Background: an optimization exercise with open tools, aiming at small area, a short achievable clock period and few clock cycles. Do not read the settings as production practice. At most, simulation tests tie the RTL to the original design; equivalence was not proved. No functional check of the RTL was part of run 1. No activity file was given, so power comes from the tool's default toggle rates.

===== flow/flow/run.sh =====
#!/bin/bash
# Standard layout, with timing repair aiming for a setup slack of 11 ns
# (a tighter target than the 20 ns clock) so the achieved period improves.
set -euo pipefail
bash standard.sh SETUP_SLACK_MARGIN=11 finish > layout.log 2>&1

===== flow/standard.sh =====
#!/bin/bash
# synth_recipe.tcl (not shown) runs the flow's synth.tcl, then flattens the netlist and writes it again
# the make line also repeats each setting of config.mk as NAME=value (left out here)
make -C /OpenROAD-flow-scripts/flow DESIGN_CONFIG=/design/flow/config.mk WORK_HOME=/design/flow/orfs CLKGATE_MAP_FILE= SYNTH_SCRIPT=/design/flow/synth_recipe.tcl "${@:-finish}"

===== flow/config.mk =====
export PLATFORM = sky130hd
export DESIGN_NAME = fha_sponge
export DESIGN_NICKNAME = fha_sponge
export VERILOG_FILES = /design/flow/design.v
export SDC_FILE = /design/flow/constraint.sdc
export NUM_CORES = 8
export LEC_CHECK = 0
export ABC_CLOCK_PERIOD_IN_PS = 9000
export CAP_MARGIN = 30
export CORE_MARGIN = 2
export CORE_UTILIZATION = 40
export SLEW_MARGIN = 30

===== flow/constraint.sdc =====
create_clock -name core_clock -period 20.0 [get_ports {clk}]
set_input_delay 4.0000 -clock core_clock [delete_from_list [all_inputs] [get_ports {clk}]]
set_output_delay 4.0000 -clock core_clock [all_outputs]
set_load 0.01 [all_outputs]

===== flow/design.v =====
module fha_rc_rom (
    input  wire [2:0]  round,
    input  wire [2:0]  lane,
    output wire [63:0] rc
);
    wire [63:0] dec = 64'd1 << {round, lane};
    assign rc[0] = |(dec & 64'hD9B5E8FEC331F555);
    assign rc[1] = |(dec & 64'h9C1A2B5C7252BB35);
    assign rc[2] = |(dec & 64'h4CD86A44D0BF2A8F);
    assign rc[3] = |(dec & 64'hDA02D7C243E8F4BD);
    assign rc[4] = |(dec & 64'hF67E38453A115892);
    assign rc[5] = |(dec & 64'hB0357DA7A34CBAEB);
    assign rc[6] = |(dec & 64'hB53B824C63D5196E);
    assign rc[7] = |(dec & 64'h8B07467D001A8B7B);
    assign rc[8] = |(dec & 64'h70D84AF25EEE748F);
    assign rc[9] = |(dec & 64'h47CFA1B597D719E0);
    assign rc[10] = |(dec & 64'h5FF4B2864A5E4C17);
    assign rc[11] = |(dec & 64'hD934EC0922567D81);
    assign rc[12] = |(dec & 64'hBEBF77C12D331E50);
    assign rc[13] = |(dec & 64'h2C39DE5135E226F2);
    assign rc[14] = |(dec & 64'h34575E265BA65817);
    assign rc[15] = |(dec & 64'h624199170838BBA9);
    assign rc[16] = |(dec & 64'hAACB3AED6C369D47);
    assign rc[17] = |(dec & 64'hABF6D53344D338A0);
    assign rc[18] = |(dec & 64'h11B240C4B22AC2E9);
    assign rc[19] = |(dec & 64'hFFA6F8163252FB3F);
    assign rc[20] = |(dec & 64'hBB1CC93E5087BCA3);
    assign rc[21] = |(dec & 64'hEA11F461CC223432);
    assign rc[22] = |(dec & 64'h1CEA3059FBCB4968);
    assign rc[23] = |(dec & 64'hE72113DCC8C45712);
    assign rc[24] = |(dec & 64'h5D27035F2BC789D3);
    assign rc[25] = |(dec & 64'h062E7148668E8249);
    assign rc[26] = |(dec & 64'h319EC1A039418E60);
    assign rc[27] = |(dec & 64'hF5022045AAEA24C1);
    assign rc[28] = |(dec & 64'hB119DE2E5FB9A679);
    assign rc[29] = |(dec & 64'hC82DCDA0D983162B);
    assign rc[30] = |(dec & 64'h0512D8454B8911B9);
    assign rc[31] = |(dec & 64'h8F9D03789704B086);
    assign rc[32] = |(dec & 64'hF9356CFE1A58B401);
    assign rc[33] = |(dec & 64'hA0FDB6A7F0B8D0D2);
    assign rc[34] = |(dec & 64'h9509934FCD81F660);
    assign rc[35] = |(dec & 64'h7E8C0C44F45916FF);
    assign rc[36] = |(dec & 64'h8E3BD3CEAFE3F5C5);
    assign rc[37] = |(dec & 64'hB056E8BA7E1C18DB);
    assign rc[38] = |(dec & 64'h4FFFA1D8E3C12C12);
    assign rc[39] = |(dec & 64'h2C8B4A20DFE48F48);
    assign rc[40] = |(dec & 64'h41D33C3AB14EE0B4);
    assign rc[41] = |(dec & 64'hCB9A14884EA3C8E2);
    assign rc[42] = |(dec & 64'h0861E90EBC0AEC26);
    assign rc[43] = |(dec & 64'h0E9C409B3CACC77F);
    assign rc[44] = |(dec & 64'hA4078ED4F842A1EE);
    assign rc[45] = |(dec & 64'hEC90629784D4BD09);
    assign rc[46] = |(dec & 64'h34D6F3B540D42704);
    assign rc[47] = |(dec & 64'hCA7CD4D11A6D147B);
    assign rc[48] = |(dec & 64'h948603C9C0F3B938);
    assign rc[49] = |(dec & 64'h096BB3182A2EEC68);
    assign rc[50] = |(dec & 64'h8F2DF63583466584);
    assign rc[51] = |(dec & 64'h1894A7F3C78BE63A);
    assign rc[52] = |(dec & 64'hB8F60477BF48AE12);
    assign rc[53] = |(dec & 64'h350A21B9D5459713);
    assign rc[54] = |(dec & 64'hBA652F1FFBC64D26);
    assign rc[55] = |(dec & 64'h2C366D801C428BEC);
    assign rc[56] = |(dec & 64'h3AED869AC77346B0);
    assign rc[57] = |(dec & 64'hCAAF4EC4B2123B37);
    assign rc[58] = |(dec & 64'h7E0975E3A1C5F5C6);
    assign rc[59] = |(dec & 64'h5AC8F0E92579215A);
    assign rc[60] = |(dec & 64'h6D894A24C39D4338);
    assign rc[61] = |(dec & 64'hDD17E068F465474B);
    assign rc[62] = |(dec & 64'hB64DB0DC6DDB0EAB);
    assign rc[63] = |(dec & 64'h9ECC3104737AFA89);
endmodule
module fha_round_s1 (
    input  wire [7:0]  sel,      
    input  wire [63:0] w0,
    input  wire [63:0] w1,
    input  wire [63:0] w2,
    input  wire [63:0] w3,
    input  wire [63:0] a0,
    input  wire [63:0] b0,
    input  wire [63:0] b1,
    output wire [63:0] a_out,
    output wire [63:0] ra_out
);
    function [63:0] rotl;
        input [63:0] v;
        input integer n;
        rotl = (v << n) | (v >> (64 - n));
    endfunction
    wire [63:0] p = ({64{sel[0]}} & rotl(w1, 63)) | ({64{sel[1]}} & rotl(w1, 19)) |
                    ({64{sel[2]}} & rotl(w1, 39)) | ({64{sel[3]}} & rotl(w1, 15)) |
                    ({64{sel[4]}} & rotl(w1, 23)) | ({64{sel[5]}} & rotl(w1, 31)) |
                    ({64{sel[6]}} & rotl(w1, 11)) | ({64{sel[7]}} & rotl(a0, 5));
    fha_add64 u_add1 (.a(w0), .b(p), .s(a_out));
    wire [63:0] q = ({64{sel[0]}} & rotl(w3, 39)) | ({64{sel[1]}} & rotl(w3, 15)) |
                    ({64{sel[2]}} & rotl(w3, 23)) | ({64{sel[3]}} & rotl(w3, 31)) |
                    ({64{sel[4]}} & rotl(w3, 11)) | ({64{sel[5]}} & rotl(a0, 5));
    wire [63:0] a_k2;
    fha_add64 u_add2 (.a(w2), .b(q), .s(a_k2));
    assign ra_out = ({64{sel[0]}} & rotl(a_k2, 64 - 21)) | ({64{sel[1]}} & rotl(a_k2, 64 - 3)) |
                    ({64{sel[2]}} & rotl(a_k2, 64 - 31)) | ({64{sel[3]}} & rotl(a_k2, 64 - 33)) |
                    ({64{sel[4]}} & rotl(a_k2, 64 - 45)) | ({64{sel[5]}} & rotl(a_k2, 64 - 5)) |
                    ({64{sel[6]}} & rotl(b0, 64 - 17)) | ({64{sel[7]}} & rotl(b1, 64 - 7));
endmodule
module fha_round_s2 (
    input  wire [63:0] a,
    input  wire [63:0] ra,
    input  wire [63:0] rc,
    output wire [63:0] b_out,
    output wire [63:0] c_out
);
    assign b_out = a ^ ra;
    fha_add64 u_add3 (.a(b_out), .b(rc), .s(c_out));
endmodule
module fha_add64 (
    input  wire [63:0] a,
    input  wire [63:0] b,
    output wire [63:0] s
);
    reg [63:0] g, p;
    integer l, i;
    always @* begin
        g = a & b;
        p = a ^ b;
        for (l = 0; l < 6; l = l + 1)
            for (i = 0; i < 64; i = i + 1)
                if (((i + 1) % (2 << l)) == 0) begin
                    g[i] = g[i] | (p[i] & g[i - (1 << l)]);
                    p[i] = p[i] & p[i - (1 << l)];
                end
        for (l = 4; l >= 0; l = l - 1)
            for (i = 3 * (1 << l) - 1; i < 64; i = i + (2 << l)) begin
                g[i] = g[i] | (p[i] & g[i - (1 << l)]);
                p[i] = p[i] & p[i - (1 << l)];
            end
    end
    assign s = a ^ b ^ {g[62:0], 1'b0};
endmodule
module fha_sponge (
    input  wire        clk,
    input  wire        rst,         
    input  wire        bus_we,
    input  wire [1:0]  bus_addr,
    input  wire [31:0] bus_wdata,
    output reg  [31:0] bus_rdata
);
    localparam [3:0] ERR_NONE     = 4'h0;
    localparam [3:0] ERR_BUSY     = 4'h1;
    localparam [3:0] ERR_ILLEGAL  = 4'h2;
    localparam [3:0] ERR_CONFIG   = 4'h3;
    localparam [3:0] ERR_SEQUENCE = 4'h4;
    localparam [1:0] S_IDLE = 2'd0;    
    localparam [1:0] S_CMD  = 2'd1;    
    localparam [1:0] S_PERM = 2'd2;    
    localparam [1:0] S_INIT = 2'd3;    
    reg [1:0]    fsm;
    reg [14:0]   pend;    
    reg [2:0]    rnd;
    reg [2:0]    stp;
    reg [7:0]    soh;     
    reg [7:0]    s1oh;    
    reg          pre;     
    reg [63:0]   xl;      
    reg [63:0]   f1a;     
    reg [63:0]   f1r;     
    reg [511:0]  ra;      
    reg [511:0]  rb;      
    reg [2:0]    aoff;
    reg [2:0]    boff;
    reg [63:0]   tacc;
    reg [63:0]   a0r;
    reg [63:0]   b0r;
    reg [63:0]   b1r;
    reg [6:0]    fill;
    reg [6:0]    outpos;
    reg          rsel;
    reg          v;
    reg          sqz;
    reg [3:0]    err;
    reg [7:0]    dout;
    wire busy = (fsm != S_IDLE);
    wire [6:0] rate = rsel ? 7'd96 : 7'd64;
    wire cmd_write = bus_we && (bus_addr == 2'd0);
    wire exec = (fsm == S_IDLE) ? cmd_write : (fsm == S_CMD);
    wire [31:0] w = bus_wdata;
    wire [14:0] wdec = {w[15:8], (w[23:16] == 8'h60), (w[23:16] == 8'h40) || (w[23:16] == 8'h60),
                        (w == 32'h0000_0005), (w == 32'h0000_0004), (w == 32'h0000_0003),
                        (w[7:0] == 8'h02) && (w[31:16] == 16'h0000),
                        (w[7:0] == 8'h01) && (w[31:24] == 8'h00)};
    wire [14:0] cmd = busy ? pend : wdec;
    wire [7:0] arg = cmd[14:7];
    wire is_init   = cmd[0];
    wire is_absorb = cmd[1];
    wire is_final  = cmd[2];
    wire is_sqbyte = cmd[3];
    wire is_clrerr = cmd[4];
    wire ratef_ok  = cmd[5];
    wire is_legal  = is_init | is_absorb | is_final | is_sqbyte | is_clrerr;
    wire e_illegal = !is_legal;
    wire e_config  = is_init && !ratef_ok;
    wire e_seq     = ((is_absorb || is_final || is_sqbyte) && !v) || (is_sqbyte && !sqz);
    wire ok_abs    = is_absorb && v;
    wire ok_fin    = is_final && v;
    wire ok_sq     = is_sqbyte && v && sqz;
    wire sq_perm   = ok_sq && (outpos == rate);
    wire [3:0] lk  = is_sqbyte ? outpos[6:3] : fill[6:3];
    wire [2:0] bi  = is_sqbyte ? outpos[2:0] : fill[2:0];
    wire acc = lk[3] ? (boff == lk[2:0]) : (aoff == lk[2:0]);
    wire do_abs  = ok_abs && acc;
    wire do_fin  = ok_fin && acc;
    wire do_sq   = ok_sq && !sq_perm && acc;
    wire seek    = (ok_abs || ok_fin || (ok_sq && !sq_perm)) && !acc;
    wire abs_end = do_abs && (fill + 7'd1 == rate);
    wire lane_end = (do_abs || do_sq) && (bi == 3'd7);
    wire exec_done = e_illegal || is_clrerr || e_config || e_seq ||
                     (do_abs && !abs_end) || do_sq;
    wire exec_perm = abs_end || do_fin || sq_perm;
    wire perm_go   = (fsm == S_PERM) && (aoff == 3'd0) && (boff == 3'd0);
    wire pre_step  = perm_go && pre;
    wire perm_step = perm_go && !pre;
    wire init_step = (fsm == S_INIT);
    wire [63:0] rc;
    wire [63:0] f_a, f_r, f_b, f_c;
    fha_rc_rom u_rom (.round(rnd), .lane(stp), .rc(rc));
    fha_round_s1 u_f1 (
        .sel(s1oh),
        .w0(rb[63:0]), .w1(rb[127:64]), .w2(rb[191:128]), .w3(rb[255:192]),
        .a0(a0r), .b0(b0r), .b1(b1r),
        .a_out(f_a), .ra_out(f_r)
    );
    fha_round_s2 u_f2 (.a(f1a), .ra(f1r), .rc(rc), .b_out(f_b), .c_out(f_c));
    wire [63:0] t_all = tacc ^ f_c;
    wire [63:0] tg = (perm_step && soh[7]) ? t_all : 64'd0;
    function [63:0] rotl;
        input [63:0] x;
        input integer n;
        rotl = (x << n) | (x >> (64 - n));
    endfunction
    wire [511:0] tcor = {rotl(tg, 1), rotl(tg, 7), rotl(tg, 47), rotl(tg, 63),
                         rotl(tg, 5), rotl(tg, 51), rotl(tg, 45), rotl(tg, 25)};
    wire head_b = lk[3];
    wire [7:0] xbyte = do_abs ? arg : 8'h01;
    wire [63:0] xlane = (exec && (do_abs || do_fin)) ? ({56'd0, xbyte} << {bi, 3'b000}) : 64'd0;
    wire pad2 = exec && do_fin;
    wire [2:0] p2pos_a = 3'd7 - aoff;
    wire [2:0] p2pos_b = 3'd3 - boff;
    wire [7:0] p2a = (pad2 && !rsel) ? (8'd1 << p2pos_a) : 8'd0;
    wire [7:0] p2b = (pad2 &&  rsel) ? (8'd1 << p2pos_b) : 8'd0;
    wire [63:0] xa = head_b ? 64'd0 : xlane;
    wire [63:0] xb = head_b ? xlane : 64'd0;
    wire ex_rot = exec && (seek || lane_end);
    wire sh_a = perm_step || init_step || (ex_rot && !head_b) ||
                ((fsm == S_PERM) && (aoff != 3'd0));
    wire sh_b = perm_go || init_step || (ex_rot && head_b) ||
                ((fsm == S_PERM) && (boff != 3'd0));
    reg [63:0] init_lane;
    always @* begin
        case (stp)
            3'd0: init_lane = 64'h0000004141414141;
            3'd1: init_lane = 64'h0000424242424242;
            3'd2: init_lane = 64'h0000434343434343;
            3'd3: init_lane = {56'd0, pend[14:7]};
            default: init_lane = 64'd0;
        endcase
    end
    wire [63:0] a_head = ra[63:0] ^ xa;
    wire [63:0] b_head = rb[63:0] ^ xb;
    wire [63:0] a_in = perm_step ? xl : init_step ? init_lane : a_head;
    wire [63:0] b_in = perm_step ? (ra[63:0] ^ f_c ^ tcor[511:448]) :
                       init_step ? 64'd0 : b_head;
    reg [511:0] ra_n, rb_n;
    integer k;
    always @* begin
        ra_n = ra;
        rb_n = rb;
        if (sh_a) begin
            ra_n = {a_in, ra[511:64]};
        end else begin
            ra_n[63:0] = a_head;
            for (k = 0; k < 8; k = k + 1)
                ra_n[64*k + 63] = ra_n[64*k + 63] ^ p2a[k];
        end
        if (sh_b) begin
            rb_n = {b_in, rb[511:64] ^ tcor[447:0]};
        end else begin
            rb_n[63:0] = b_head;
            for (k = 0; k < 8; k = k + 1)
                rb_n[64*k + 63] = rb_n[64*k + 63] ^ p2b[k];
        end
    end
    wire perm_last = perm_step && (rnd == 3'd7) && (stp == 3'd7);
    wire init_last = init_step && (stp == 3'd7);
    wire completing = (exec && exec_done) || perm_last || init_last;
    wire accept = cmd_write && (!busy || completing);
    always @(posedge clk) begin
        ra <= ra_n;
        rb <= rb_n;
        xl <= rb[63:0];
        f1a <= f_a;
        f1r <= f_r;
        if (pre_step) begin
            pre  <= 1'b0;
            s1oh <= {s1oh[6:0], s1oh[7]};
        end
        if (sh_a && !perm_step && !init_step) aoff <= aoff + 3'd1;
        if (sh_b && !perm_go && !init_step) boff <= boff + 3'd1;
        if (perm_step) begin
            stp  <= stp + 3'd1;
            soh  <= {soh[6:0], soh[7]};
            if (!soh[7]) s1oh <= {s1oh[6:0], s1oh[7]};
            if (soh[7]) begin
                rnd <= rnd + 3'd1;
                pre <= 1'b1;
            end
            tacc <= soh[0] ? f_c : t_all;
            if (soh[0]) begin
                a0r <= f1a;
                b0r <= f_b;
            end
            if (soh[1]) b1r <= f_b;
        end
        if (init_step) stp <= stp + 3'd1;
        if (rst) begin
            fsm    <= S_IDLE;
            fill   <= 7'd0;
            outpos <= 7'd0;
            rsel   <= 1'b0;
            v      <= 1'b0;
            sqz    <= 1'b0;
            err    <= ERR_NONE;
            dout   <= 8'h00;
            aoff   <= 3'd0;
            boff   <= 3'd0;
        end else begin
            if (exec && is_clrerr)
                err <= ERR_NONE;
            else if (err == ERR_NONE) begin
                if (exec && e_illegal)      err <= ERR_ILLEGAL;
                else if (exec && e_config)  err <= ERR_CONFIG;
                else if (exec && e_seq)     err <= ERR_SEQUENCE;
                else if (cmd_write && busy && !completing) err <= ERR_BUSY;
            end
            if (exec && do_abs && !abs_end) begin
                fill <= fill + 7'd1;
                sqz  <= 1'b0;
            end
            if (exec && do_sq) begin
                dout   <= bi[2] ? (bi[1] ? (bi[0] ? (head_b ? rb[63:56] : ra[63:56]) : (head_b ? rb[55:48] : ra[55:48]))
                                         : (bi[0] ? (head_b ? rb[47:40] : ra[47:40]) : (head_b ? rb[39:32] : ra[39:32])))
                                : (bi[1] ? (bi[0] ? (head_b ? rb[31:24] : ra[31:24]) : (head_b ? rb[23:16] : ra[23:16]))
                                         : (bi[0] ? (head_b ? rb[15:8]  : ra[15:8])  : (head_b ? rb[7:0]   : ra[7:0])));
                outpos <= outpos + 7'd1;
            end
            if (exec && exec_perm) begin
                rnd <= 3'd0;
                stp <= 3'd0;
                soh <= 8'd1;
                s1oh <= 8'd1;
                pre <= 1'b1;
            end
            if (exec && is_init && ratef_ok)
                stp <= 3'd0;
            if (perm_last) begin
                if (pend[1]) begin                     
                    fill <= 7'd0;
                    sqz  <= 1'b0;
                end else if (pend[2]) begin            
                    fill   <= 7'd0;
                    outpos <= 7'd0;
                    sqz    <= 1'b1;
                end else begin                         
                    dout   <= ra[71:64];
                    outpos <= 7'd1;
                end
            end
            if (init_last) begin
                fill   <= 7'd0;
                outpos <= 7'd0;
                sqz    <= 1'b0;
                v      <= 1'b1;
                rsel   <= pend[6];
                aoff   <= 3'd0;
                boff   <= 3'd0;
            end
            if (accept) pend <= wdec;
            if (accept && busy) begin
                fsm <= S_CMD;
            end else if (exec) begin
                if (exec_done)              fsm <= S_IDLE;
                else if (exec_perm)         fsm <= S_PERM;
                else if (is_init)           fsm <= S_INIT;
                else                        fsm <= S_CMD;
            end else if (completing) begin
                fsm <= S_IDLE;
            end
        end
    end
    wire [31:0] status = {9'd0, outpos, 1'b0, fill, err, rsel, sqz, v, busy};
    always @* begin
        case (bus_addr)
            2'd1:    bus_rdata = status;
            2'd2:    bus_rdata = {24'd0, dout};
            default: bus_rdata = 32'd0;
        endcase
    end
endmodule

==> results of run 1 <==
## repair_timing
item | CTS | global route
setup buffers | 3 | 3
endpoints found under the setup margin | 551 | 574
pin swaps | 1 | 2
endpoints found under the hold margin | 0 | 0
resized for setup | 104 | 49
hold buffers | 0 | 0
gates cloned | 4 | 1
## power groups by stage
stage | logic, mW | clock network [mW] | registers (mW)
6_report | 5.07 | 3.14 | 4.09
5_1_grt | 5.14 | 3.28 | 4.06
4_1_cts | 4.81 | 3.16 | 4.05
3_5_place_dp | 4.77 | 0 | 4.12
3_3_place_gp | 4.74 | 0 | 4.12
2_1_floorplan | 2.58 | 0 | 3.86
## flip-flops by register name, summed over array words and instances, names as in the netlist, 7 cells and up
signal,count
a0r,64
pend,15
soh,8
f1a,64
fill,7
tacc,64
b0r,64
dout,8
f1r,64
s1oh,8
xl,64
outpos,7
b1r,64
rb,512
ra,512
## worst max-delay path, delay by kind of cell, from the launching register on
family                   cells  cell delay, ns
AND/OR/NAND/NOR              8            2.53
AO/OA/AOI/OAI               12            2.49
buffers and inverters        4            1.68
adder cells (fa/ha/maj)      2            1.01
XOR/XNOR                     3            0.80
flip-flops                   1            0.33
## layout make-up
type | count | area [µm²]
clock inverter | 97 | 1130
multi-input combinational | 4801 | 34000
timing repair buffer | 282 | 2480
inverter | 257 | 1000
antenna | 11 | 27.5
sequential | 1546 | 42500
tap | 2624 | 3280
timing repair inverter | 1 | 16.3
fill | 18100 | 107000
clock buffer | 209 | 4380
## layout by cell type (no fill, tap or decap), types with 96 or more instances in the layout
master and count:
nand3_1 260, nand2_1 648, a21oi_1 322, edfxtp_1 1153, a22oi_1 626, nor2_1 285
xnor2_1 729, inv_1 249, clkbuf_16 166, o21ai_0 273, buf_4 197, fa_1 96
xor2_1 236, ha_1 207, nand4_1 172, dfxtp_1 382
## path summary, 6_finish.rpt
path / from / to / slack (ns) / cells past startpoint
setup reg to reg: rnd[1] / rb[511] / 11.00 / 29
hold reg to reg: ra[335] / ra[271] / 0.40 / 0
setup / recovery: rnd[1] / rb[511] / 11.00 / 29
hold / removal: ra[335] / ra[271] / 0.40 / 0
## through the flow
| step | utilization, % | std cells | power (mW) | area [µm²] |
|---|---|---|---|---|
| floorplan | - | 7065 | 6.44 | 78800 |
| detailed placement | 42.4 | 9498 | 8.89 | 82900 |
| CTS | 45.3 | 9811 | 12.0 | 88600 |
| global placement | 42.3 | 9492 | 8.86 | 82700 |
| finish | 45.4 | 9828 | 12.3 | 88800 |
| global route | 45.4 | 9821 | 12.5 | 88800 |
## per-layer routing
layer  wire, µm  part of all wire [%]  track usage, %
met5        107                 0.027               0
met4      34000                   8.6            26.5
met3      45900                    12            10.7
met2     163000                    41            55.0
met1     154000                    39            51.4
## logic make-up after synthesis
family	after synthesis	synth area share (%)
XOR/XNOR	975	10.9
AND/OR/NAND/NOR	1773	10.7
adder cells (fa/ha/maj)	306	5.78
flip-flops	1546	53.9
AO/OA/AOI/OAI	1707	14.7
other	1	0.00476
multiplexers	30	0.473
buffers and inverters	718	3.52
==> summary.txt, run 1 <==
Floorplanning
  – FP Rows: 162
  – Starting Density: 40.3%
  – Placeable Area: 195000 µm²
  – Die span in y: 448 µm
  – Die ar.: 200000 µm²
  – I/O Pins: 69
  – Chip width: 448 µm

Timing
  – Min cycle time layout: 9.00 ns
  – Max Clock Skew: 0.0764 ns
  – Hold Vio Cnt, Final: 0
  – Min Hold Slack: 0.398 ns
  – RSZ-0062 raised after global routing: true
  – Slew HR: 24.6%
  – Final Setup Violations: 0
  – Setup TNS: 0 ns
  – Period utilisation layout: 45.0%
  – Setup WS post-layout: 11.00 ns
  – Actual slew at the worst max-slew pin: 1.13 ns
  – Slew Viols, Final: 0
  – FMAX: 111 MHz

Critical path
  – Cell mode on critical path: o21a_1
  – CP arrival: 9.68 ns
  – Worst setup EP type: flip-flop
  – Critical Path Source Type: flip-flop
  – CP max stage delay: 0.87 ns
  – Slowest CP cell: or4b_2
  – Crit Path Category: reg2reg
  – CP max FO: 32
  – Required @ worst endpoint: 20.68 ns

Logic synthesis
  – Yosys warns: 3
  – Top cells by area, synth: edfxtp_1, dfxtp_1, xnor2_1
  – Most numerous cell in the Yosys netlist: edfxtp_1
  – Post-synth EDFFs: 1153
  – Syn avg cell area: 11.2 µm²
  – Yosys cell types: 86
  – Netlist Area Pre-Place: 78800 µm²
  – Async set or reset register ratio after synthesis: 0%
  – Synth Register Bits: 1546
  – Synth Flop Type: edfxtp_1
  – Largest area contributor in the netlist: edfxtp_1
  – Most instantiated cells after synthesis: edfxtp_1, xnor2_1, nand2_1, a22oi_1, dfxtp_1
  – Post-synthesis cell count: 7056
  – Synth top area share: 44.0%
  – Register area share after synthesis: 53.9%

Global route
  – Number of global-route vias before repair: 58600
  – Number of antenna violations at the first check in global routing: 33
  – Largest net degree at the start of global routing: 144
  – Total gr overflow: 0
  – First-pass GRT wire length: 527000 µm
  – GRT Overall Usage: 38.8%

Clock tree
  – CTS buffer count: 165
  – Clk sinks: 1546
  – Bufs on Longest Clock Path: 3
  – H-tree lvl count: 4
  – Root Buffer: clkbuf_16
  – Worst skew pair latency: 0.86 ns
  – Clock-pin slew on the worst setup and hold paths: 0.06 ns
  – CTS tree: built

Routing
  – Routed Antenna Nets: 0
  – Initial DRC count: 11600
  – Vias per cell: 6.51
  – DRC viols: 0
  – Final WL: 397000 µm
  – Post-DR wirelength/cell: 40.4 µm
  – Vias: 64000
  – Drt pass-1 iters: 10

Placement
  – Port Buffer Count: 58
  – GP Congestion: 1.06
  – Placement Setup Slack: 9.15 ns
  – Dpl hpwl: 291000 µm

Worst hold path
  – HP Class: reg2reg

Run
  – Max cap viols: 0

Power
  – Pwr/cell area: 138 nW/µm²
  – Sw Share: 42.8%
  – Seq pwr share: 33.2%
  – Share of total power in the clock network: 25.5%
  – Maximum vdd drop: 0.000151 V
  – Logic pwr share: 41.2%
  – Sw power: 5.26 mW
  – P_leak: 31.4 nW
  – Int Pwr: 7.04 mW

Final layout
  – Share of layout cells above drive strength 1: 8.80%
  – Final nets: 7397
  – Area delta synth->final: 12.7%

Run status
  – Status: timing/DRC/antenna clean
==> run 2: changes to the inputs <==
--- a/flow/design.v
+++ b/flow/design.v
@@ -166,6 +166,8 @@
     reg [511:0]  rb;      
     reg [2:0]    aoff;
     reg [2:0]    boff;
+    reg          rot_a;   
+    reg          rot_b;   
     reg [63:0]   tacc;
     reg [63:0]   a0r;
     reg [63:0]   b0r;
@@ -180,7 +182,8 @@
     wire busy = (fsm != S_IDLE);
     wire [6:0] rate = rsel ? 7'd96 : 7'd64;
     wire cmd_write = bus_we && (bus_addr == 2'd0);
-    wire exec = (fsm == S_IDLE) ? cmd_write : (fsm == S_CMD);
+    wire rotp = rot_a || rot_b;
+    wire exec = !rotp && ((fsm == S_IDLE) ? cmd_write : (fsm == S_CMD));
     wire [31:0] w = bus_wdata;
     wire [14:0] wdec = {w[15:8], (w[23:16] == 8'h60), (w[23:16] == 8'h40) || (w[23:16] == 8'h60),
                         (w == 32'h0000_0005), (w == 32'h0000_0004), (w == 32'h0000_0003),
@@ -247,10 +250,10 @@
     wire [7:0] p2b = (pad2 &&  rsel) ? (8'd1 << p2pos_b) : 8'd0;
     wire [63:0] xa = head_b ? 64'd0 : xlane;
     wire [63:0] xb = head_b ? xlane : 64'd0;
-    wire ex_rot = exec && (seek || lane_end);
-    wire sh_a = perm_step || init_step || (ex_rot && !head_b) ||
+    wire ex_rot = exec && (fsm == S_CMD) && seek;
+    wire sh_a = perm_step || init_step || (ex_rot && !head_b) || rot_a ||
                 ((fsm == S_PERM) && (aoff != 3'd0));
-    wire sh_b = perm_go || init_step || (ex_rot && head_b) ||
+    wire sh_b = perm_go || init_step || (ex_rot && head_b) || rot_b ||
                 ((fsm == S_PERM) && (boff != 3'd0));
     reg [63:0] init_lane;
     always @* begin
@@ -319,7 +322,11 @@
             if (soh[1]) b1r <= f_b;
         end
         if (init_step) stp <= stp + 3'd1;
+        rot_a <= exec && lane_end && !head_b;
+        rot_b <= exec && lane_end && head_b;
         if (rst) begin
+            rot_a  <= 1'b0;
+            rot_b  <= 1'b0;
             fsm    <= S_IDLE;
             fill   <= 7'd0;
             outpos <= 7'd0;
@@ -389,6 +396,8 @@
                 else if (exec_perm)         fsm <= S_PERM;
                 else if (is_init)           fsm <= S_INIT;
                 else                        fsm <= S_CMD;
+            end else if (accept) begin
+                fsm <= S_CMD;        
             end else if (completing) begin
                 fsm <= S_IDLE;
             end
--- a/flow/config.mk
+++ b/flow/config.mk
@@ -8,5 +8,5 @@
 export ABC_CLOCK_PERIOD_IN_PS = 9000
 export CAP_MARGIN = 30
 export CORE_MARGIN = 2
-export CORE_UTILIZATION = 40
+export CORE_UTILIZATION = 50
 export SLEW_MARGIN = 30
==> run 2 against run 1 <==
Net effect: first-iteration DRC count rose by 15%; register-to-register slack improved by 0.09 ns; routed wire length fell by 4.4%; die area fell by 20%; area after synthesis fell by 0.21%; non-clock buffer count fell by 47; sequential power fell by 5.9%; utilization rose by 11 points; cell area fell by 1.1%; fmax barely moved; clock skew fell by 0.011 ns.
==> summary.txt, run 2 <==
Run status
  – Status: timing/DRC/antenna clean

Logic synthesis
  – Post-synth EDFFs: 1153 (unchanged)
  – Register area share after synthesis: 54.1% (+0.16 points)
  – Syn avg cell area: 11.3 µm² (+1.3%)
  – Yosys cell types: 86 (unchanged)
  – Post-synthesis cell count: 6953 (-1.5%)
  – Synth Register Bits: 1548 (+0.13%)
  – Netlist Area Pre-Place: 78600 µm² (-0.21%)
  – Yosys warns: 3 (unchanged)
  – Most numerous cell in the Yosys netlist: edfxtp_1
  – Most instantiated cells after synthesis: edfxtp_1, xnor2_1, nand2_1, a22oi_1, dfxtp_1
  – Largest area contributor in the netlist: edfxtp_1
  – Top cells by area, synth: edfxtp_1, dfxtp_1, xnor2_1
  – Async set or reset register ratio after synthesis: 0% (unchanged)
  – Synth Flop Type: edfxtp_1
  – Synth top area share: 44.0% (+0.092 points)

Floorplanning
  – Placeable Area: 156000 µm² (-20%)
  – Chip width: 401 µm (-11%)
  – Die span in y: 401 µm (-11%)
  – Starting Density: 50.3% (+10 points)
  – I/O Pins: 69 (unchanged)
  – Die ar.: 160000 µm² (-20%)
  – FP Rows: 145 (-10%)

Critical path
  – Slowest CP cell: and3_2
  – Crit Path Category: in2reg
  – CP max FO: 21 (-34%)
  – CP arrival: 9.56 ns (-0.12 ns)
  – CP Buf/Inv Count: 1 (-3)
  – CP max stage delay: 0.76 ns (-0.11 ns)
  – Critical Path Source Type: input port
  – Worst setup EP type: flip-flop
  – Crit path max-delay family: simple AND/OR/NAND/NOR gates
  – Required @ worst endpoint: 20.55 ns (-0.13 ns)
  – Crit path cell chain: clkdlybuf4s50_1 > or4_1 > or3_4 > o311ai_0 > and3_2 > nand2b_1 > nor3_1 > nand3_1 > nor2_1 > xnor2_1 > o21ai_0

Clock tree
  – H-tree lvl count: 4 (unchanged)
  – Worst skew pair latency: 0.84 ns (-0.02 ns)
  – Clk sinks: 1548 (+0.13%)
  – Bufs on Longest Clock Path: 3 (unchanged)
  – CTS buffer count: 158 (-4.2%)
  – CTS tree: built
  – Root Buffer: clkbuf_16
  – Hold_buf cts: 0 (unchanged)
  – Clock-pin slew on the worst setup and hold paths: 0.06 ns (about the same)

Routing
  – DRC viols: 0 (unchanged)
  – Vias per cell: 7.07 (+8.7%)
  – Initial DRC count: 13300 (+15%)
  – Post-DR wirelength/cell: 41.5 µm (+2.8%)
  – Routed Antenna Nets: 0 (unchanged)
  – Drt pass-1 iters: 13 (+3)
  – Vias: 64600 (+0.98%)
  – Final WL: 379000 µm (-4.4%)

Global route
  – Total gr overflow: 0 (unchanged)
  – Number of antenna violations at the first check in global routing: 24 (-27%)
  – Largest net degree at the start of global routing: 163 (+13%)
  – Number of global-route vias before repair: 59600 (+1.7%)
  – GRT Overall Usage: 46.2% (+7.4 points)
  – First-pass GRT wire length: 509000 µm (-3.4%)

Timing
  – Max Clock Skew: 0.0651 ns (-0.0113 ns)
  – Hold Vio Cnt, Final: 0 (unchanged)
  – Slew Viols, Final: 0 (unchanged)
  – Final Setup Violations: 0 (unchanged)
  – Min cycle time layout: 9.01 ns (+0.00650 ns)
  – RSZ-0062 raised after global routing: true
  – Min Hold Slack: 0.398 ns (+0.000378 ns)
  – Actual slew at the worst max-slew pin: 1.16 ns (+0.0353 ns)
  – Setup TNS: 0 ns (unchanged)
  – FMAX: 111 MHz (about the same)
  – Period utilisation layout: 45.0% (about the same)
  – Slew HR: 22.2% (-2.4 points)

Final layout
  – Commonest non-fill, non-tap cell in the layout: edfxtp_1
  – Share of layout cells above drive strength 1: 8.74% (-0.058 points)
  – Largest registers in the final layout: ra x512, rb x512
  – Final core occ: 56.2% (+11 points)
  – Commonest non-fill, non-tap cells in the layout: edfxtp_1, xnor2_1, nand2_1, a22oi_1, dfxtp_1
  – Area delta synth->final: 11.8%
  – Non-filler cells in the finished layout: 9134 (-7.1%)
  – Final nets: 7266 (-1.8%)

Placement
  – Placed cells: 8805 (-7.3%)
  – Port Buffer Count: 58 (unchanged)
  – Dpl hpwl: 277000 µm (-4.6%)
  – GP Congestion: 1.10 (+4.4%)

Worst hold path
  – HP Class: reg2reg

Power
  – Pwr/cell area: 117 nW/µm² (-15%)
  – Maximum vdd drop: 0.000127 V (-16%)
  – P_leak: 31.5 nW (+0.37%)

Run
  – Max cap viols: 0 (unchanged)
run 2: cell types whose count changed after synthesis, moves of 23 or more:
cell	previous run	this run
a21oi_1	324	164
o22ai_1	33	10
nand3_1	260	287
o21ai_0	278	234
xor2_1	242	190
xnor2_1	732	777
nand2_1	671	646
nor4_1	33	74
run 2: kinds of logic after synthesis:
logic type | count (synthesis) | share of synthesized area (%)
AOI/OAI and AO/OA | 1512 | 13.4
xor gates and xnor gates | 968 | 10.8
adders and majority gates | 306 | 5.79
buffers and inverters | 694 | 3.42
DFF | 1548 | 54.1
muxes | 50 | 0.661
other | 1 | 0.00477
and+or+nand+nor | 1874 | 11.8
run 2: area by class of cell:
cell class                 count  area [µm²]
timing repair buffer         235        2220
clock buffer                 205        4190
multi-input combinational   4720       34100
antenna                       18        45.0
fill                       13100       68300
inverter                     258        1010
tap                         2058        2570
clock inverter                90        1150
sequential                  1548       42600
timing repair inverter         2        17.5
run 2: layer usage:
layer  vias to the layer above  share of wire (%)  wire (µm)  track usage, %
met4                        22                 11      40100            37.2
met2                      5943                 39     149000            63.2
met5                         -              0.049        184               0
met1                     31400                 36     136000            58.4
met3                      1583                 14      54200            17.1
li1                      25600                  -          -               -
run 2: final timing paths:
check	from	to	slack, ns	cells after the start
setup / recovery	bus_wdata[12]	ra[467]	10.99	11
hold / removal	ra[206]	ra[142]	0.40	0
setup reg to reg	stp[0]	rb[511]	11.09	26
hold reg to reg	ra[206]	ra[142]	0.40	0
run 2: timing repair:
| item | 4_1_cts | 5_1_grt |
|---|---|---|
| endpoints found under the hold margin | 0 | 0 |
| setup buffers | 5 | 0 |
| resized for setup | 147 | 27 |
| gates cloned | 6 | 2 |
| endpoints found under the setup margin | 828 | 452 |
| pin swaps | 2 | 1 |
run 2: stage by stage:
stage / instance area (µm²) / setup WS (ns) / power [mW]
after global routing: 87800 / 10.95 / 10.4
after CTS: 87500 / 10.94 / 9.99
final: 87900 / 10.99 / 10.3
after detailed placement: 81800 / 8.33 / 6.95
after floorplan: 78700 / 11.17 / 5.46
after global placement: 81500 / 8.37 / 6.90
run 2: worst register-to-register path: cells and delay by family (launching register included):
family / cells / cell delay, ns
AOI/OAI and AO/OA: 12 / 2.86
adders and majority gates: 3 / 1.61
and+or+nand+nor: 7 / 3.06
DFF: 1 / 0.36
buffers and inverters: 1 / 0.10
xor gates and xnor gates: 3 / 0.80
run 2: report_power, final:
| group | internal, mW | total, mW | leakage [nW] | switching (mW) |
|---|---|---|---|---|
| Sequential | 3.63 | 3.85 | 13.6 | 0.218 |
| Clock | 1.71 | 3.07 | 2.58 | 1.35 |
| Combinational | 1.06 | 3.38 | 15.3 | 2.32 |
Testbench counts of run 2, summed over its fixed seeds: cycles 36,595.
==> run 3: changes to the inputs <==
--- a/flow/config.mk
+++ b/flow/config.mk
@@ -8,5 +8,5 @@
 export ABC_CLOCK_PERIOD_IN_PS = 9000
 export CAP_MARGIN = 30
 export CORE_MARGIN = 2
-export CORE_UTILIZATION = 50
+export CORE_UTILIZATION = 40
 export SLEW_MARGIN = 30
==> run 3 against run 2 <==
Net effect: via count shrank 1.5%; final cell count increased by 6.7%; fmax grew 0.95%; critical path depth decreased by 5; sequential share of layout area fell by 0.42 points; area after synthesis stayed put; combinational power barely moved; worst setup slack gained 0.085 ns; largest cell class unchanged; largest power group unchanged; highest routed layer unchanged.
==> summary.txt, run 3 <==
Power
  – P_leak: 31.6 nW (+0.43%)
  – Maximum vdd drop: 0.000108 V (-15%)
  – Pwr/cell area: 118 nW/µm² (+0.35%)

Critical path
  – FF-to-FF Start: stp[2]
  – CP arrival: 4.92 ns (-4.64 ns)
  – CP startpoint: bus_addr[0]
  – Required @ worst endpoint: 16.00 ns (-4.55 ns)
  – Worst setup EP type: output pin
  – Crit Path Category: in2out
  – Critical Path Source Type: input port
  – CP max FO: 10 (-52%)

Timing
  – Slew Viols, Final: 0 (unchanged)
  – FMAX: 112 MHz (+0.95%)
  – Slew HR: 22.9% (+0.67 points)
  – Period utilisation layout: 44.6% (-0.42 points)
  – Final Setup Violations: 0 (unchanged)
  – Min Hold Slack: 0.391 ns (-0.00704 ns)
  – Min cycle time layout: 8.92 ns (-0.0849 ns)
  – Hold Vio Cnt, Final: 0 (unchanged)
  – RSZ-0062 raised after global routing: false
  – Max Clock Skew: 0.0607 ns (-0.00446 ns)
  – Actual slew at the worst max-slew pin: 1.16 ns (-0.00606 ns)
  – Setup TNS: 0 ns (unchanged)

Logic synthesis
  – Synth Flop Type: edfxtp_1
  – Post-synthesis cell count: 6953 (unchanged)
  – Netlist Area Pre-Place: 78600 µm² (unchanged)
  – Async set or reset register ratio after synthesis: 0% (unchanged)
  – Synth top area share: 44.0% (unchanged)
  – Yosys warns: 3 (unchanged)
  – Syn avg cell area: 11.3 µm² (unchanged)
  – Post-synth EDFFs: 1153 (unchanged)
  – Synth Register Bits: 1548 (unchanged)
  – Yosys cell types: 86 (unchanged)
  – Largest area contributor in the netlist: edfxtp_1
  – Most numerous cell in the Yosys netlist: edfxtp_1
  – Top cells by area, synth: edfxtp_1, dfxtp_1, xnor2_1
  – Most instantiated cells after synthesis: edfxtp_1, xnor2_1, nand2_1, a22oi_1, dfxtp_1
  – Register area share after synthesis: 54.1% (unchanged)

Routing
  – Met2 wire len: 162000 µm (+8.7%)
  – Routed Antenna Nets: 0 (unchanged)
  – Final WL: 394000 µm (+3.9%)
  – Drt pass-1 iters: 10 (-3)
  – Initial DRC count: 11800 (-11%)
  – DRC viols: 0 (unchanged)
  – Met3 WL post-DR: 45300 µm (-16%)
  – Vias: 63700 (-1.5%)
  – Post-DR wirelength/cell: 40.4 µm (-2.6%)
  – Vias per cell: 6.53 (-7.6%)
  – Routed length on met1: 151000 µm (+11%)
  – Top Metal Used: met5

Clock tree
  – CTS buffer count: 166 (+5.1%)
  – H-tree lvl count: 4 (unchanged)
  – Root Buffer: clkbuf_16
  – Bufs on Longest Clock Path: 3 (unchanged)
  – Clock-pin slew on the worst setup and hold paths: 0.06 ns (about the same)
  – CTS tree: built
  – Worst skew pair latency: 0.87 ns (+0.03 ns)
  – Clk sinks: 1548 (unchanged)

Final layout
  – FILL cells: 18000 (+38%)
  – Area delta synth->final: 12.8%
  – Commonest non-fill, non-tap cells in the layout: edfxtp_1, xnor2_1, nand2_1, a22oi_1, dfxtp_1
  – Share of layout cells above drive strength 1: 8.90% (+0.16 points)
  – Largest registers in the final layout: ra x512, rb x512
  – Final nets: 7296 (+0.41%)
  – Commonest non-fill, non-tap cell in the layout: edfxtp_1
  – Final core occ: 45.4% (-11 points)
  – Area of the multi-input gates: 33900 µm² (-0.69%)
  – Sequential cell area: 42600 µm² (unchanged)

Global route
  – Total gr overflow: 0 (unchanged)
  – First-pass GRT wire length: 523000 µm (+2.8%)
  – Number of antenna violations at the first check in global routing: 27 (+13%)
  – Number of global-route vias before repair: 58900 (-1.2%)
  – GRT Overall Usage: 38.6% (-7.6 points)
  – Largest net degree at the start of global routing: 196 (+20%)

Run
  – Max cap viols: 0 (unchanged)

Floorplanning
  – I/O Pins: 69 (unchanged)
  – Die ar.: 200000 µm² (+25%)
  – Die span in y: 447 µm (+12%)
  – FP Rows: 162 (+12%)
  – Placeable Area: 195000 µm² (+25%)
  – Chip width: 447 µm (+12%)
  – Starting Density: 40.3% (-10 points)

Worst hold path
  – Beginning of the worst hold path: ra[196]
  – HP Class: reg2reg

Run status
  – Status: timing/DRC/antenna clean

Placement
  – GP Congestion: 1.04 (-5.9%)
  – Port Buffer Count: 58 (unchanged)
  – Dpl hpwl: 294000 µm (+6.2%)
[run 3: logic make-up (layout without fill, tap and decap cells)]
logic type,count (synthesis),in the layout,synth area share [%]
xor+xnor,968,968,10.8
compound gates,1512,1512,13.4
flops,1548,1548,54.1
fa+ha+maj,306,306,5.79
simple gates,1874,1874,11.8
other cells,1,32,0.00477
buf+inv,694,831,3.42
mux,50,50,0.661
[run 3: cell type report]
cell class | count | share of cell area [%]
tap | 2624 | 3.70
clock inverter | 100 | 1.29
sequential | 1548 | 48.0
clock buffer | 214 | 5.12
timing repair inverter | 3 | 0.0296
inverter | 258 | 1.17
timing repair buffer | 256 | 2.41
multi-input combinational | 4720 | 38.2
antenna | 22 | 0.0621
[run 3: final timing paths]
kind	endpoint	slack, ns	cells past startpoint
hold / removal	ra[132]	0.39	0
setup reg to reg	rb[21]	11.14	24
hold reg to reg	ra[132]	0.39	0
setup / recovery	bus_rdata[10]	11.08	6
[run 3: where the power goes]
part / internal, mW / total, mW / switching (mW)
combinational: 1.07 / 3.35 / 2.28
sequential: 3.63 / 3.87 / 0.240
clock: 1.80 / 3.19 / 1.39
[run 3: routing by layer]
metal,global-route usage [%],up-vias
met5,0,-
met1,51.3,31800
li1,-,25700
met3,9.41,1144
met2,54.8,5002
met4,28.0,8
[run 3: per-stage QoR]
| step | cell area [µm²] | power [mW] | setup slack (ns) | instances |
|---|---|---|---|---|
| after floorplan | 78700 | 5.46 | 11.17 | 6962 |
| after global placement | 82400 | 7.06 | 9.16 | 9396 |
| after detailed placement | 82600 | 7.09 | 9.31 | 9396 |
| after CTS | 88400 | 10.3 | 10.91 | 9717 |
| after global routing | 88600 | 10.6 | 11.01 | 9727 |
| final | 88600 | 10.4 | 11.08 | 9745 |
[run 3: worst max-delay path, stage by stage]
cell and delay, ns:
buf_2 0.14, inv_2 0.08, ha_4 0.30, buf_6 0.13, and3_1 0.15, buf_2 0.13
[run 3: repair_timing]
action,in CTS,in global routing
buffers inserted,6,1
setup endpoints to repair,524,550
gates cloned,1,3
endpoints found under the hold margin,0,0
resized for setup,122,21
pin swaps,1,0
hold buffers,0,0
==> run 4: changes to the inputs <==
--- a/flow/config.mk
+++ b/flow/config.mk
@@ -9,4 +9,6 @@
 export CAP_MARGIN = 30
 export CORE_MARGIN = 2
 export CORE_UTILIZATION = 40
+export CTS_CLUSTER_DIAMETER = 70
+export CTS_CLUSTER_SIZE = 35
 export SLEW_MARGIN = 30
==> run 4 against run 3 <==
Net effect: still clean; routed wire length shrank 0.66%; clock power decreased by 23%; critical path depth increased by 1; register-to-register slack got worse by 0.06 ns; combinational power is essentially flat; utilization is 0.92 points lower; area after synthesis unchanged; global-route usage decreased by 0.34 points; final cell count is 1.3% lower; sequential power about the same; largest cell class unchanged; highest routed layer unchanged.
==> summary.txt, run 4 <==
Run status
  – Status: timing/DRC/antenna clean

Logic synthesis
  – Most instantiated cells after synthesis: edfxtp_1, xnor2_1, nand2_1, a22oi_1, dfxtp_1
  – Synth Register Bits: 1548 (unchanged)
  – Register area share after synthesis: 54.1% (unchanged)
  – Largest area contributor in the netlist: edfxtp_1
  – Post-synth EDFFs: 1153 (unchanged)
  – Post-synthesis cell count: 6953 (unchanged)
  – Yosys warns: 3 (unchanged)
  – Syn avg cell area: 11.3 µm² (unchanged)
  – Most numerous cell in the Yosys netlist: edfxtp_1
  – Netlist Area Pre-Place: 78600 µm² (unchanged)
  – Synth Flop Type: edfxtp_1
  – Yosys cell types: 86 (unchanged)
  – Synth top area share: 44.0% (unchanged)
  – Top cells by area, synth: edfxtp_1, dfxtp_1, xnor2_1
  – Async set or reset register ratio after synthesis: 0% (unchanged)

Run
  – Max cap viols: 0 (unchanged)

Routing
  – Initial DRC count: 12000 (+1.3%)
  – Routed Antenna Nets: 0 (unchanged)
  – Vias per cell: 6.55 (+0.30%)
  – Vias: 63000 (-1.0%)
  – Drt pass-1 iters: 9 (-1)
  – Final WL: 391000 µm (-0.66%)
  – DRC viols: 0 (unchanged)
  – Post-DR wirelength/cell: 40.7 µm (+0.65%)

Power
  – Int Pwr: 5.79 mW (-11%)
  – Share of total power in the clock network: 25.5% (-5.2 points)
  – Sw Share: 40.1% (+2.5 points)
  – Pwr/cell area: 111 nW/µm² (-5.3%)
  – Maximum vdd drop: 0.000112 V (+3.4%)
  – Seq pwr share: 40.0% (+2.8 points)
  – P_leak: 30.7 nW (-3.0%)
  – Sw power: 3.88 mW (-1.0%)
  – Logic pwr share: 34.5% (+2.3 points)

Floorplanning
  – Die span in y: 447 µm (unchanged)
  – Die ar.: 200000 µm² (unchanged)
  – Chip width: 447 µm (unchanged)
  – FP Rows: 162 (unchanged)
  – Starting Density: 40.3% (unchanged)
  – Placeable Area: 195000 µm² (unchanged)
  – I/O Pins: 69 (unchanged)

Final layout
  – Final nets: 7227 (-0.95%)
  – Commonest non-fill, non-tap cell in the layout: edfxtp_1
  – Commonest non-fill, non-tap cells in the layout: edfxtp_1, xnor2_1, nand2_1, a22oi_1, dfxtp_1
  – Non-filler cells in the finished layout: 9618 (-1.3%)
  – Area delta synth->final: 10.5%
  – Share of layout cells above drive strength 1: 7.98% (-0.92 points)
  – Largest registers in the final layout: ra x512, rb x512

Critical path
  – Required @ worst endpoint: 16.00 ns (about the same)
  – CP max FO: 6 (-4)
  – Crit Path Category: in2out
  – CP startpoint: bus_addr[1]
  – CP arrival: 4.95 ns (+0.03 ns)
  – Critical Path Source Type: input port
  – Worst setup EP type: output pin
  – FF-to-FF Start: stp[2]

Global route
  – Largest net degree at the start of global routing: 196 (unchanged)
  – M3 GR Usage: 9.29% (-0.12 points)
  – First-pass GRT wire length: 518000 µm (-0.89%)
  – Number of global-route vias before repair: 57900 (-1.7%)
  – Number of antenna violations at the first check in global routing: 20 (-26%)
  – Met2 Usage GRT: 54.1% (-0.73 points)
  – Total gr overflow: 0 (unchanged)
  – Met1 Usage GRT: 50.8% (-0.44 points)
  – Global route hottest layer: met2
  – GRT Overall Usage: 38.3% (-0.34 points)

Placement
  – Dpl hpwl: 294000 µm (unchanged)
  – Port Buffer Count: 58 (unchanged)
  – Placed cells: 9396 (unchanged)
  – Placement Setup Slack: 9.31 ns (unchanged)
  – GP Congestion: 1.04 (unchanged)

Timing
  – Hold Vio Cnt, Final: 0 (unchanged)
  – Period utilisation layout: 44.7% (+0.10 points)
  – Setup TNS: 0 ns (unchanged)
  – Slew Viols, Final: 0 (unchanged)
  – Min cycle time layout: 8.95 ns (+0.0207 ns)
  – Slew HR: 24.3% (+1.4 points)
  – Actual slew at the worst max-slew pin: 1.13 ns (-0.0216 ns)
  – Max Clock Skew: 0.0709 ns (+0.0102 ns)
  – Setup WS post-layout: 11.05 ns (-0.0207 ns)
  – Final Setup Violations: 0 (unchanged)
  – RSZ-0062 raised after global routing: true
  – FMAX: 112 MHz (-0.23%)

Clock tree
  – Clock-pin slew on the worst setup and hold paths: 0.11 ns (+0.05 ns)
  – CTS buffer count: 97 (-42%)
  – Clk sinks: 1548 (unchanged)
  – Worst skew pair latency: 0.82 ns (-0.05 ns)
  – CTS tree: built
  – Bufs on Longest Clock Path: 3 (unchanged)
  – Hold_buf cts: 0 (unchanged)
  – Root Buffer: clkbuf_16
  – H-tree lvl count: 3 (-1)

Worst hold path
  – Beginning of the worst hold path: ra[196]
  – HP Class: reg2reg
==> run 4: per-stage QoR <==
step / cell area, µm² / util, % / total power [mW] / hold slack, ns
floorplan: 78700 / - / 5.46 / 0.351
global route: 86800 / 44.5 / 9.81 / 0.396
global placement: 82400 / 42.2 / 7.06 / 0.400
detailed placement: 82600 / 42.3 / 7.09 / 0.405
finish: 86900 / 44.5 / 9.67 / 0.410
CTS: 86600 / 44.3 / 9.53 / 0.396
==> run 4: final cells by class <==
type	instances	area, µm²
antenna	25	62.6
fill	18100	108000
sequential	1548	42600
multi-input combinational	4720	33900
inverter	258	1030
clock inverter	81	1370
clock buffer	103	2520
timing repair buffer	256	2130
timing repair inverter	3	26.3
tap	2624	3280
==> run 4: critical path, stage by stage <==
cell     delay (ns)
buf_2          0.14
inv_4          0.06
ha_4           0.18
buf_2          0.16
a22oi_1        0.21
nor2b_1        0.07
buf_2          0.14
==> run 4: final timing paths <==
check / slack [ns] / endpoint / cells past startpoint
worst max-delay path: 11.05 / bus_rdata[5] / 7
worst min-delay path: 0.41 / ra[132] / 0
worst max register to register: 11.08 / rb[21] / 24
worst min register to register: 0.41 / ra[132] / 0
==> run 4: routing by layer <==
| metal | vias to the layer above | routed length [µm] |
|---|---|---|
| li1 | 25500 | - |
| met1 | 31700 | 152000 |
| met2 | 4715 | 160000 |
| met3 | 1031 | 42500 |
| met4 | 4 | 36300 |
| met5 | - | 32 |
==> run 4: power by group through the flow <==
stage          combinational, mW  clock, mW  sequential [mW]
3_3_place_gp                3.14          0             3.92
2_1_floorplan               1.71          0             3.76
5_1_grt                     3.37       2.59             3.85
4_1_cts                     3.20       2.48             3.85
3_5_place_dp                3.17          0             3.92
6_report                    3.33       2.47             3.87
==> run 4: cells by family (layout without fill, tap and decap cells) <==
family,after synthesis,count (layout),share of synthesized area (%)
adders and majority gates,306,306,5.79
AOI/OAI and AO/OA,1512,1512,13.4
buffers and inverters,694,701,3.42
DFF,1548,1548,54.1
other,1,35,0.00477
muxes,50,50,0.661
and+or+nand+nor,1874,1874,11.8
xor gates and xnor gates,968,968,10.8
==> run 4: timing repair <==
action	in CTS	in global routing
endpoints found under the setup margin	559	599
pin swaps	1	0
gates cloned	1	3
resized for setup	121	22
buffers inserted	3	4
==> run 5: changes to the inputs <==
==> flow/flow/run.sh (replaced) <==
#!/bin/bash
# Standard layout, with timing repair aiming for a setup slack of 11 ns
# (a tighter target than the 20 ns clock) so the achieved period improves.
set -euo pipefail
bash standard.sh SETUP_SLACK_MARGIN=10.5 finish > layout.log 2>&1
--- a/flow/config.mk
+++ b/flow/config.mk
@@ -9,6 +9,4 @@
 export CAP_MARGIN = 30
 export CORE_MARGIN = 2
 export CORE_UTILIZATION = 40
-export CTS_CLUSTER_DIAMETER = 70
-export CTS_CLUSTER_SIZE = 35
 export SLEW_MARGIN = 30
==> run 5 against run 4 <==
Net effect: global-route usage rose by 3.0 points; utilization rose by 0.98 points; worst hold slack got worse by 0.016 ns; non-clock buffer count rose by 23; worst setup slack got worse by 0.48 ns; sequential share of layout area fell by 1.1 points; critical endpoint is now bus_rdata[17]; largest cell class unchanged; highest routed layer unchanged.
==> summary.txt, run 5 <==
Run status
  – Status: timing/DRC/antenna clean

Global route
  – Largest net degree at the start of global routing: 190 (-3.1%)
  – Number of global-route vias before repair: 59300 (+2.4%)
  – GRT Overall Usage: 41.3% (+3.0 points)
  – Met1 Usage GRT: 52.9% (+2.1 points)
  – Total gr overflow: 0 (unchanged)
  – Global route hottest layer: met2
  – Number of antenna violations at the first check in global routing: 27 (+35%)
  – First-pass GRT wire length: 552000 µm (+6.5%)
  – Met2 Usage GRT: 59.7% (+5.6 points)
  – M3 GR Usage: 11.4% (+2.1 points)

Timing
  – Hold Vio Cnt, Final: 0 (unchanged)
  – Min Hold Slack: 0.394 ns (-0.0162 ns)
  – Slew Viols, Final: 0 (unchanged)
  – Period utilisation layout: 47.1% (+2.4 points)
  – Setup WS post-layout: 10.57 ns (-0.484 ns)
  – Max Clock Skew: 0.0714 ns (+0.000513 ns)
  – RSZ-0062 raised after global routing: false
  – FMAX: 106 MHz (-5.1%)
  – Slew HR: 21.3% (-3.1 points)
  – Final Setup Violations: 0 (unchanged)
  – Actual slew at the worst max-slew pin: 1.18 ns (+0.0424 ns)
  – Setup TNS: 0 ns (unchanged)
  – Min cycle time layout: 9.43 ns (+0.484 ns)

Logic synthesis
  – Post-synthesis cell count: 6953 (unchanged)
  – Top cells by area, synth: edfxtp_1, dfxtp_1, xnor2_1
  – Register area share after synthesis: 54.1% (unchanged)
  – Synth top area share: 44.0% (unchanged)
  – Post-synth EDFFs: 1153 (unchanged)
  – Synth Register Bits: 1548 (unchanged)
  – Most instantiated cells after synthesis: edfxtp_1, xnor2_1, nand2_1, a22oi_1, dfxtp_1
  – Yosys cell types: 86 (unchanged)
  – Yosys warns: 3 (unchanged)
  – Largest area contributor in the netlist: edfxtp_1
  – Async set or reset register ratio after synthesis: 0% (unchanged)
  – Syn avg cell area: 11.3 µm² (unchanged)
  – Most numerous cell in the Yosys netlist: edfxtp_1
  – Netlist Area Pre-Place: 78600 µm² (unchanged)
  – Synth Flop Type: edfxtp_1

Critical path
  – R2R Path End: rb[448]
  – CP max FO: 10 (+4)
  – Slowest CP cell: clkdlybuf4s50_1
  – CP Buf/Inv Count: 4 (unchanged)
  – Critical Path Source Type: input port
  – Flop-to-flop setup slack: 10.96 ns (-0.12 ns)
  – Crit path max-delay family: buffers and inverters
  – Worst R2R Path Depth: 27 (+13%)
  – CP arrival: 5.43 ns (+0.48 ns)
  – CP startpoint: bus_addr[1]
  – FF-to-FF Start: stp[2]
  – CP max stage delay: 0.54 ns (+0.33 ns)
  – Crit path cell chain: clkdlybuf4s15_2 > inv_2 > ha_4 > buf_4 > and3_1 > clkdlybuf4s50_1
  – Worst setup EP type: output pin
  – Required @ worst endpoint: 16.00 ns (about the same)
  – Crit Path Category: in2out

Clock tree
  – Root Buffer: clkbuf_16
  – H-tree lvl count: 4 (+1)
  – Worst skew pair latency: 0.86 ns (+0.04 ns)
  – Bufs on Longest Clock Path: 3 (unchanged)
  – CTS tree: built
  – Clock-pin slew on the worst setup and hold paths: 0.07 ns (-0.04 ns)
  – Clk sinks: 1548 (unchanged)
  – CTS buffer count: 164 (+69%)

Final layout
  – FILL cells: 17900 (-0.95%)
  – Largest registers in the final layout: ra x512, rb x512
  – Final nets: 7314 (+1.2%)
  – Commonest non-fill, non-tap cell in the layout: edfxtp_1
  – Non-filler cells in the finished layout: 9762 (+1.5%)
  – Share of layout cells above drive strength 1: 8.68% (+0.70 points)
  – Final Cell Area: 88800 µm² (+2.2%)
  – Area delta synth->final: 12.9%
  – Commonest non-fill, non-tap cells in the layout: edfxtp_1, xnor2_1, nand2_1, a22oi_1, dfxtp_1
  – Final core occ: 45.5% (+0.98 points)

Routing
  – Final WL: 419000 µm (+7.1%)
  – Initial DRC count: 12000 (-0.050%)
  – Vias: 64200 (+1.9%)
  – Routed Antenna Nets: 0 (unchanged)
  – Drt pass-1 iters: 22 (+13)
  – Post-DR wirelength/cell: 42.9 µm (+5.5%)
  – DRC viols: 0 (unchanged)
  – Vias per cell: 6.58 (+0.35%)

Worst hold path
  – Hold Path Sink: ra[222]
  – Hold Crit Depth: 0 (unchanged)
  – Beginning of the worst hold path: ra[286]
  – HP Class: reg2reg

Power
  – Pwr/cell area: 117 nW/µm² (+5.2%)
  – Maximum vdd drop: 0.0000909 V (-19%)
  – Pwr Total: 10.4 mW (+7.5%)
  – P_leak: 31.7 nW (+3.3%)

Floorplanning
  – Die ar.: 200000 µm² (unchanged)
  – Chip width: 447 µm (unchanged)
  – Placeable Area: 195000 µm² (unchanged)
  – I/O Pins: 69 (unchanged)
  – FP Rows: 162 (unchanged)
  – Starting Density: 40.3% (unchanged)
  – Die span in y: 447 µm (unchanged)

Run
  – Max cap viols: 0 (unchanged)

Placement
  – Placement Setup Slack: 8.66 ns (-0.650 ns)
  – GP Congestion: 1.03 (-0.66%)
  – Placed cell area: 82900 µm² (+0.42%)
  – Port Buffer Count: 58 (unchanged)
  – Placed cells: 9420 (+0.26%)
  – Dpl hpwl: 313000 µm (+6.3%)
## run 5: cell counts after synthesis
Identical to the previous run, type by type.
## run 5: area by class of cell
class                      count  area [µm²]  share of cell area, %
inverter                     258        1030                   1.16
timing repair buffer         279        2400                   2.71
clock buffer                 223        4540                   5.11
tap                         2624        3280                   3.70
clock inverter                84         963                   1.09
sequential                  1548       42600                   48.0
antenna                       26        65.1                 0.0733
multi-input combinational   4720       33900                   38.2
## run 5: timing repair
item	CTS	global route
hold buffers	0	0
endpoints found under the setup margin	104	361
gates resized for setup	25	18
pin swaps	1	2
buffers inserted	4	4
## run 5: worst max path at each step
stage | to | slack, ns | cells past startpoint
after floorplan | rb[100] | 10.59 | 11
after global placement | ra[46] | 8.89 | 15
after detailed placement | ra[42] | 8.66 | 15
after CTS | bus_rdata[21] | 10.53 | 6
after global routing | bus_rdata[14] | 10.50 | 6
final | bus_rdata[17] | 10.57 | 6
## run 5: report_power, final
part	total [mW]	internal, mW	switching (mW)
Sequential	3.86	3.63	0.229
Clock	3.14	1.77	1.37
Combinational	3.40	1.05	2.35
Total	10.4	6.45	3.95
## run 5: cell families (layout without fill, tap and decap cells)
kind of cell	count (synthesis)	in the layout	share of synthesized area [%]
buffers and inverters	694	844	3.42
and+or+nand+nor	1874	1874	11.8
xor gates and xnor gates	968	968	10.8
adders and majority gates	306	306	5.79
DFF	1548	1548	54.1
muxes	50	50	0.661
other	1	36	0.00477
AOI/OAI and AO/OA	1512	1512	13.4
## run 5: per-layer routing
metal / vias up / routed length, µm
met5: - / 185
met4: 22 / 38200
met3: 1193 / 46800
met2: 4958 / 175000
met1: 32300 / 159000
li1: 25700 / -
==> run 6: changes to the inputs <==
==> flow/flow/run.sh (replaced) <==
#!/bin/bash
# Standard layout, with timing repair aiming for a setup slack of 11 ns
# (a tighter target than the 20 ns clock) so the achieved period improves.
set -euo pipefail
bash standard.sh SETUP_SLACK_MARGIN=11.6 finish > layout.log 2>&1
==> run 6 against run 5 <==
Net effect: still clean on timing, DRC and antenna; non-clock buffer count is 8 higher; area after synthesis stayed put; clock-buffer cell count decreased by 4; utilization increased by 0.50 points; worst hold slack got worse by 0.0048 ns.
==> summary.txt, run 6 <==
Logic synthesis
  – Post-synthesis cell count: 6953 (unchanged)
  – Syn avg cell area: 11.3 µm² (unchanged)
  – Synth Register Bits: 1548 (unchanged)
  – Synth Flop Type: edfxtp_1
  – Mux cell area share after synthesis: 0.661% (unchanged)
  – Main combinational cell family by area after synthesis: compound AO/OA/AOI/OAI gates
  – Synth Area in Simple Gates: 11.8% (unchanged)
  – Synth Area in XOR/XNOR: 10.8% (unchanged)
  – Most instantiated cells after synthesis: edfxtp_1, xnor2_1, nand2_1, a22oi_1, dfxtp_1
  – Compound-cell area share of the yosys netlist: 13.4% (unchanged)
  – Top cells by area, synth: edfxtp_1, dfxtp_1, xnor2_1
  – Netlist Area Pre-Place: 78600 µm² (unchanged)
  – Largest area contributor in the netlist: edfxtp_1

Final layout
  – Commonest non-fill, non-tap cell in the layout: edfxtp_1
  – Area delta synth->final: 14.2%
  – Commonest non-fill, non-tap cells in the layout: edfxtp_1, xnor2_1, nand2_1, a22oi_1, dfxtp_1
  – Largest registers in the final layout: ra x512, rb x512
  – Final nets: 7325 (+0.15%)

Critical path
  – Crit path max-delay family: buffers and inverters
  – Critical Path Source Type: input port
  – CP max FO: 5 (-5)
  – Slowest CP cell: ha_4
  – Crit Path Category: in2out
  – Worst setup EP type: output pin
  – CP max stage delay: 0.31 ns (-0.23 ns)
  – CP Buf/Inv Count: 5 (+1)
  – CP arrival: 4.93 ns (-0.50 ns)
  – Required @ worst endpoint: 16.00 ns (about the same)

Routing
  – Vias per cell: 6.55 (-0.36%)
  – Vias: 64000 (-0.28%)
  – Post-DR wirelength/cell: 41.7 µm (-2.8%)
  – Routed Antenna Nets: 0 (unchanged)
  – Met3 WL post-DR: 47200 µm (+0.78%)
  – Met2 wire len: 166000 µm (-5.5%)
  – Routed length on met1: 155000 µm (-2.1%)
  – Initial DRC count: 11900 (-0.53%)
  – Drt pass-1 iters: 15 (-32%)

Timing
  – Hold Vio Cnt, Final: 0 (unchanged)
  – Actual slew at the worst max-slew pin: 1.25 ns (+0.0765 ns)
  – Final Setup Violations: 0 (unchanged)
  – Max Clock Skew: 0.0842 ns (+0.0128 ns)
  – Setup TNS: 0 ns (unchanged)
  – RSZ-0062 raised after global routing: true
  – Period utilisation layout: 44.6% (-2.5 points)
  – Setup WS post-layout: 11.07 ns (+0.502 ns)
  – Slew HR: 16.1% (-5.1 points)

Clock tree
  – Clk sinks: 1548 (unchanged)
  – Root Buffer: clkbuf_16
  – Clock-pin slew on the worst setup and hold paths: 0.06 ns (about the same)
  – Worst skew pair latency: 0.87 ns (about the same)
  – Bufs on Longest Clock Path: 3 (unchanged)

Floorplanning
  – Chip width: 447 µm (unchanged)
  – I/O Pins: 69 (unchanged)
  – FP Rows: 162 (unchanged)
  – Placeable Area: 195000 µm² (unchanged)

Power
  – Logic pwr share: 32.6% (about the same)
  – Pwr/cell area: 116 nW/µm² (-1.1%)
  – Sw Share: 37.8% (-0.14 points)
  – Maximum vdd drop: 0.000105 V (+16%)
  – Sw power: 3.93 mW (-0.42%)
  – Share of total power in the clock network: 30.2% (about the same)
  – Int Pwr: 6.46 mW (+0.19%)

Global route
  – GRT Overall Usage: 40.0% (-1.3 points)
  – Largest net degree at the start of global routing: 157 (-17%)
  – Number of antenna violations at the first check in global routing: 29 (+7.4%)
  – Number of global-route vias before repair: 59500 (+0.39%)

Worst hold path
  – HP Class: reg2reg

Run status
  – Status: timing/DRC/antenna clean

Placement
  – Port Buffer Count: 58 (unchanged)
  – Placement Setup Slack: 9.24 ns (+0.576 ns)
  – Dpl hpwl: 302000 µm (-3.6%)
==> run 6: area by class of cell <==
cell class,count,area (µm²)
tap,2624,3280
sequential,1548,42600
clock buffer,219,4520
multi-input combinational,4720,34400
inverter,258,1040
fill,17800,105000
antenna,22,55.1
timing repair buffer,287,2810
timing repair inverter,3,26.3
clock inverter,89,1000
==> run 6: cell families (layout without fill, tap and decap cells) <==
logic type / count (synthesis) / after routing
XOR/XNOR: 968 / 968
adder cells (fa/ha/maj): 306 / 306
AND/OR/NAND/NOR: 1874 / 1874
buffers and inverters: 694 / 856
AO/OA/AOI/OAI: 1512 / 1512
other: 1 / 32
multiplexers: 50 / 50
flip-flops: 1548 / 1548
==> run 6: power by group through the flow <==
stage	Clock (mW)	Sequential, mW	Combinational, mW
final	3.14	3.86	3.39
after detailed placement	0	3.90	3.17
after CTS	3.16	3.84	3.21
after global routing	3.28	3.84	3.42
after global placement	0	3.90	3.14
after floorplan	0	3.76	1.71
==> run 6: what timing repair did <==
action | in CTS | in global routing
pin swaps | 15 | 5
setup buffers | 19 | 4
cloned | 12 | 0
gates resized for setup | 213 | 52
setup endpoints to repair | 1328 | 929
==> run 6: final timing paths <==
check / start / endpoint / slack [ns] / depth (start not counted)
worst max-delay path: bus_addr[1] / bus_rdata[8] / 11.07 / 7
worst min-delay path: ra[385] / ra[321] / 0.39 / 0
worst max register to register: stp[2] / rb[434] / 11.82 / 28
worst min register to register: ra[385] / ra[321] / 0.39 / 0
==> run 6: worst reg2reg max path, delay by kind of cell (launching register included) <==
family	cells	cell delay, ns
simple gates	9	2.41
compound gates	9	1.95
fa+ha+maj	3	1.10
xor+xnor	3	1.07
buf+inv	4	1.00
flops	1	0.41
==> run 6: layer usage <==
| metal | vias up | GRT usage (%) |
|---|---|---|
| met1 | 32100 | 51.7 |
| met2 | 4993 | 56.2 |
| li1 | 25800 | - |
| met3 | 1188 | 11.1 |
| met5 | - | 0 |
| met4 | 14 | 31.5 |
==> run 6: stage by stage <==
step / std cells / cell area (µm²) / hold WS (ns) / utilization, %
3_5_place_dp: 9405 / 83000 / 0.405 / 42.5
6_report: 9770 / 89700 / 0.389 / 46.0
5_1_grt: 9757 / 89700 / 0.403 / 46.0
4_1_cts: 9744 / 89400 / 0.373 / 45.8
3_3_place_gp: 9402 / 82700 / 0.400 / 42.3
2_1_floorplan: 6962 / 78900 / 0.351 / -

Re-timed with assumed drivers on the ports (clkbuf_16 on the clock, buf_2 on other inputs), run 6 has 11.002 ns of setup slack against 11.073 ns with ideal ports, and 10.810 ns once port delays also move by the mid clock arrival of 0.906 ns.
